This is an optimization exercise on Yosys and OpenROAD, whose aim is a short achievable clock period and few clock cycles per item, not a production implementation. Function was checked by simulation only, so behaviour that the tests miss may differ from the original. Power figures rest on the tool's default switching activity, not on a simulated workload.

== run C ==
## rlc_decoder
module rlc_decoder (
    input  wire        clk,
    input  wire        rst,           
    input  wire        arm,
    input  wire [5:0]  cfg_dw,        
    input  wire [4:0]  cfg_c,         
    input  wire [15:0] cfg_limit,     
    input  wire [6:0]  cfg_ratio,     
    output wire        idle,
    input  wire        rx_valid,
    input  wire [7:0]  rx_data,
    output wire        rx_ready,
    output wire        out_valid,
    input  wire        out_ready,
    output wire [31:0] out_data,
    output wire        out_pre,
    output wire        done,
    output wire        done_err,
    output wire [31:0] total_samples,
    output wire [31:0] delay_value
);
Size in the first run: about 150 I/O pins, about 48,000 um^2 of cells after synthesis.
clock: 8.0 ns
lec_check: 0
abc_clock_period_in_ps: 2500
cap_margin: 20
core_margin: 2
core_utilization: 40
setup_slack_margin: 5
slew_margin: 20
standard.sh (not shown) runs the stock make flow with config.mk's settings and CLKGATE_MAP_FILE= SYNTH_SCRIPT=/design/flow/synth_recipe.tcl, a recipe that flattens the netlist after the stock synthesis.
==> flow/flow/run.sh <==
#!/bin/bash
set -euo pipefail
bash standard.sh SETUP_SLACK_MARGIN=5.6 finish > orfs_make.log 2>&1
Testbench counts of run C, summed over its fixed seeds: cycles 33,214, items 24,455.
--- input diff run C..run B ---
diff --git a/flow/design.v b/flow/design.v
--- a/flow/design.v
+++ b/flow/design.v
@@ -142,17 +142,14 @@
     reg         olsamp_q;     
     reg  [23:0] d_q;          
     reg         ld_q;
     reg         lpre_q;
     reg  [31:0] total_q, delay_q;
     reg  [16:0] lcp1_q;       
-    reg  [14:0] thi1_q, dhi1_q;           
-    wire [17:0] tlo = {1'b0, total_q[16:0]} + {1'b0, lcp1_q};
-    wire [17:0] dlo = {1'b0, delay_q[16:0]} + {1'b0, lcp1_q};
-    wire [31:0] total_inc = {tlo[17] ? thi1_q : total_q[31:17], tlo[16:0]};
-    wire [31:0] delay_inc = {dlo[17] ? dhi1_q : delay_q[31:17], dlo[16:0]};
+    wire [31:0] total_inc = total_q + {15'd0, lcp1_q};
+    wire [31:0] delay_inc = delay_q + {15'd0, lcp1_q};
     reg         idle_p, done_p, rx_ready_p, ov_p;
     reg  [31:0] total_p, delay_p;
     wire pre_next = ~d_q[23] & (d_q[22:0] >= {15'd0, rat_q});   
     wire fire     = ov_q & out_ready;
     wire load     = ~ov_q | (out_ready & olast_q);
     wire ld       = load & h_v & m_valid_q;
@@ -261,14 +258,12 @@
             mv2_q       <= 1'b0;
             mv3_q       <= 1'b0;
             m_valid_q   <= 1'b0;
             ld_q        <= 1'b0;
             total_q     <= 32'd0;
             delay_q     <= 32'd0;
-            thi1_q      <= 15'd1;
-            dhi1_q      <= 15'd1;
         end else begin
             mv1_q     <= take & cfg_ok;
             mv2_q     <= mv1_q;
             mv3_q     <= mv2_q;
             m_valid_q <= take ? 1'b0 : (m_valid_q | mv3_q);
             if (take) begin
@@ -280,14 +275,12 @@
                 lane_q      <= 6'd1;
                 lastb_q     <= cfg_rb1;
                 lasts_q     <= (cfg_limit == 16'd1);
                 scnt_q      <= cfg_limit;
                 total_q     <= 32'd0;
                 delay_q     <= 32'd0;
-                thi1_q      <= 15'd1;
-                dhi1_q      <= 15'd1;
             end else begin
                 if (accept) begin
                     if (lastb) begin
                         lane_q  <= 6'd1;
                         lastb_q <= rb1_q;
                         scnt_q  <= scnt_q - 16'd1;
@@ -306,16 +299,12 @@
                     d_q <= d_q - 24'd100;
                 ov_q   <= ld | (ov_p & ~(fire & olast_q));
                 done_q <= fire & olast_q & olsamp_q;
                 idle_q <= done_q | idle_p;
                 total_q <= ld_q ? total_inc : total_p;
                 delay_q <= (ld_q & lpre_q) ? delay_inc : delay_p;
-                if (ld_q & tlo[17])
-                    thi1_q <= thi1_q + 15'd1;
-                if (ld_q & lpre_q & dlo[17])
-                    dhi1_q <= dhi1_q + 15'd1;
             end
             ld_q        <= ld;
             cmpl_q      <= compl;
             cmpl_last_q <= compl & lasts_q;
             if (push)
                 wptr_q <= wptr_q + 1'b1;
Findings:
Between run B and run C, sequential fraction of the synthesis area is lower for run B, run C comes in above that.
Run C gets by with more registers than run B.
The worst hold slack was comparable across run B and run C.
Against run C, run B comes in 1.8% lower on quantity of gates resized following cts.
Compared with run C, run B shows a global routing usage on met3 that is 0.40 points higher.
Comparing proportion of power drawn by combinational gates for run B and run C, the smaller number came from run C.
Delta (run B minus run C): synthesis-to-layout area growth fell 1.4 points, insertion delay to the later sink of the worst-skew pair lower.
Cmp run B and run C / layout clock buffer count / lower: run C
Comparing run B and run C, the higher relative contribution of sequential cells to total power is on run C.
Setup slack: higher on run C
On post-synthesis share of cell area spent on full adders, half adders and majority gates, run B and run C are neck and neck.
Going from run C to run B, number of instances in the synthesized netlist dropped 134, register-to-register slack moved down.
Testbench counts of run B, summed over its fixed seeds: cycles 33,214, items 24,455.


== the baseline ==
Another version of the RTL of rlc_decoder (not shown whole).
Size in the first run: roughly 910 flip-flops, about 150 I/O pins, roughly 42000 um2 of cells after synthesis.
Settings: LEC_CHECK=0, ABC_CLOCK_PERIOD_IN_PS=2500, CAP_MARGIN=20, CORE_MARGIN=2, CORE_UTILIZATION=40, SETUP_SLACK_MARGIN=5, SLEW_MARGIN=20; clock period 8.0 ns.
Scripts as last shown in full above: flow/flow/run.sh
Testbench counts of the baseline, summed over its fixed seeds: cycles 33,214, items 24,455.
> inputs changed (the baseline -> the candidate)
diff --git a/flow/design.v b/flow/design.v
--- a/flow/design.v
+++ b/flow/design.v
@@ -60,34 +60,36 @@
         rl_sh_q <= 6'd1 << (rb - 3'd2);
         rtop_q  <= rtop;
         dtop_q  <= dtop;
         ptop_q  <= (rtop_q < dtop_q) ? rtop_q : dtop_q;
         for (j = 0; j < 32; j = j + 1)
             pmask_q[j] <= (j < ptop_q);
     end
     reg  [17:0] pp0_q, pp1_q, pp2_q;    
     reg  [15:0] pp3_q;                  
     reg  [7:0]  rat_q;                  
     reg  [19:0] q0_q;
     reg  [18:0] q1_q;
-    wire [23:0] dinit = {4'd0, q0_q} + {1'b0, q1_q, 4'd0};
+    reg  [7:0]  rat2_q;
+    wire [23:0] dinit = {4'd0, q0_q} + {1'b0, q1_q, 4'd0} - {16'd0, rat2_q};
     reg         mv1_q, mv2_q, mv3_q, m_valid_q;
     always @(posedge clk) begin
         pp0_q   <= lim_q * ratio_q[1:0];
         pp1_q   <= lim_q * ratio_q[3:2];
         pp2_q   <= lim_q * ratio_q[5:4];
         pp3_q   <= ratio_q[6] ? lim_q : 16'd0;
         rat_q   <= {1'b0, ratio_q} + 8'd100;
-        q0_q    <= {2'd0, pp0_q} + {pp1_q, 2'b00};
+        q0_q    <= {2'b00, pp0_q} + {pp1_q, 2'b00};
         q1_q    <= {1'b0, pp2_q} + {1'b0, pp3_q, 2'b00};
+        rat2_q  <= rat_q;
     end
     reg  [5:0]  lane_q;       
     reg         lastb_q;      
     reg         lasts_q;      
     reg  [15:0] scnt_q;       
     reg  [47:0] w_q;
     wire lastb  = lastb_q;
     wire accept = rx_valid & rx_ready_q;
     wire compl  = accept & lastb;
     reg         cmpl_q;       
     reg         cmpl_last_q;  
     wire [47:0] w_sh    = w_q >> c_q;
@@ -101,37 +103,35 @@
     reg  [AW-1:0] wptr_q, rptr_q;
     reg  [AW:0]   cnt_q;
     wire        f_ne   = (cnt_q != 0);
     wire        h_v    = f_ne | cmpl_q;
     wire [31:0] h_data = f_ne ? f_data[rptr_q] : x_data;
     wire [15:0] h_code = f_ne ? f_code[rptr_q] : x_code;
     wire        h_zero = f_ne ? f_zero[rptr_q] : x_zero;
     wire        h_last = f_ne ? f_last[rptr_q] : cmpl_last_q;
     wire [AW+1:0] pend = {1'b0, cnt_q} + {{AW+1{1'b0}}, cmpl_q} +
                          {{AW+1{1'b0}}, (rx_ready_q & lastb)};
     wire room = (pend <= DEPTH - 1);
     reg         ov_q;
-    reg  [31:0] od_q;         
-    reg         opre_q;       
-    reg  [31:0] od2_q;        
-    reg         opre2_q;      
+    reg  [31:0] od_q;
+    reg         opre_q;
     reg  [15:0] rem_q;
     reg         olast_q;      
     reg         olsamp_q;     
     reg  [23:0] d_q;          
     reg         ld_q;
     reg  [15:0] lcode_q;
     reg         lpre_q;
     reg  [31:0] total_q, delay_q;
-    wire pre_next = ~d_q[23] & (d_q[22:0] >= {15'd0, rat_q});   
+    wire pre_next = ~d_q[23];
     wire fire     = ov_q & out_ready;
     wire load     = ~ov_q | (out_ready & olast_q);
     wire ld       = load & h_v & m_valid_q;
     wire pop      = ld;         
     wire push     = cmpl_q;
     assign idle          = idle_q;
     assign rx_ready      = rx_ready_q;
     assign out_valid     = ov_q;
     assign out_data      = od_q;
     assign out_pre       = opre_q;
     assign done          = done_q;
     assign done_err      = err_q;
@@ -152,35 +152,29 @@
             lim_q   <= cfg_limit;
             ratio_q <= cfg_ratio;
         end
         if (accept) begin
             if (lane_q[0]) w_q[7:0]   <= rx_data;
             if (lane_q[1]) w_q[15:8]  <= rx_data;
             if (lane_q[2]) w_q[23:16] <= rx_data;
             if (lane_q[3]) w_q[31:24] <= rx_data;
             if (lane_q[4]) w_q[39:32] <= rx_data;
             if (lane_q[5]) w_q[47:40] <= rx_data;
         end
         if (ld) begin
-            od2_q    <= h_data & pmask_q;
-            opre2_q  <= pre_next;
+            od_q     <= h_data & pmask_q;
+            opre_q   <= pre_next;
             lcode_q  <= h_code;
         end
         lpre_q <= pre_next;
-        od_q   <= ld ? (h_data & pmask_q) : od2_q;
-        opre_q <= ld ? pre_next : opre2_q;
-        if (!ld) begin
-            od2_q   <= od_q;
-            opre2_q <= opre_q;
-        end
         if (ld) begin
             rem_q    <= h_code;
             olast_q  <= h_zero;
             olsamp_q <= h_last;
         end else if (fire) begin
             rem_q    <= rem_q - 16'd1;
             olast_q  <= (rem_q == 16'd1);
         end
     end
     always @(posedge clk) begin
         if (rst) begin
             idle_q      <= 1'b1;
### Flow results
- Looking at the candidate and the baseline, the hold violation count in the final report is a wash.
- Compared with the baseline, power consumed by combinational cells in the candidate increased by more than a quarter.
- Against the baseline, the candidate reports a final standard cell area without fillers that is lower.
- Going from the baseline to the candidate, the number of buffers created by CTS was found to have gone down by 4.
- The candidate contains fewer vias than the baseline.
- [diff] final setup slack of the worst path, the candidate relative to the baseline: regression
- The candidate vs the baseline — number of placed instances with taps included dropped slightly
- Compare the candidate and the baseline | register share of the cell area lower: the baseline
- Compared with the baseline, the candidate shows reg-to-reg setup timing slack lower by 0.10 ns.
- Of the candidate and the baseline, it is the candidate that has the lower routed wire length.
- Delta(first-pass iteration count of the detailed router, the candidate - the baseline) < 0
- In the reports for the candidate and the baseline, the smaller worst hold slack belongs to the candidate.
- Number of sinks handled by clock tree synthesis for the candidate: 27 down relative to the baseline
- Clock network latency to the later pin of the worst-skew pair (the candidate over the baseline): decrease, 0.04 ns
Testbench counts of the candidate, summed over its fixed seeds: cycles 33,214, items 24,455.

==> static timing again, ports no longer ideal <==
How much do the figures lean on ideal ports? The routed layouts below were timed once more, with nothing changed but the port constraints.
Step 1 (the two cells are an assumption about what drives the block):
set clk [get_ports {clk}]
set_driving_cell -lib_cell sky130_fd_sc_hd__clkbuf_16 $clk
set_driving_cell -lib_cell sky130_fd_sc_hd__buf_2 [delete_from_list [all_inputs] $clk]
Step 2 also shifts input and output timing later by t, the mid clock arrival at the registers, as if the neighbouring blocks saw the same clock.
Slacks: no drivers / after step 1 / after step 2; pairs: no drivers / after step 1.
run | shift t [ns] | setup slack, ns | hold slack, ns | worst setup path at the end | cell pins on the clock port's net
run C | 0.752 | 5.180 / 5.119 / 4.490 | 0.324 / 0.324 / 0.324 | input to register | 1
run B | 0.734 | 5.110 / 5.110 / 4.484 | 0.325 / 0.325 / 0.325 | input to register | 1
the baseline | 0.768 | 5.138 / 5.107 / 4.629 | 0.330 / 0.330 / 0.330 | input to register | 1
the candidate | 0.742 | 5.038 / 5.026 / 4.506 | 0.316 / 0.316 / 0.316 | input to register | 1
After both steps every run listed still meets setup and hold. The setup slack of run C, which loses most, moves by -0.061 ns with the drivers and by -0.690 ns with both steps.
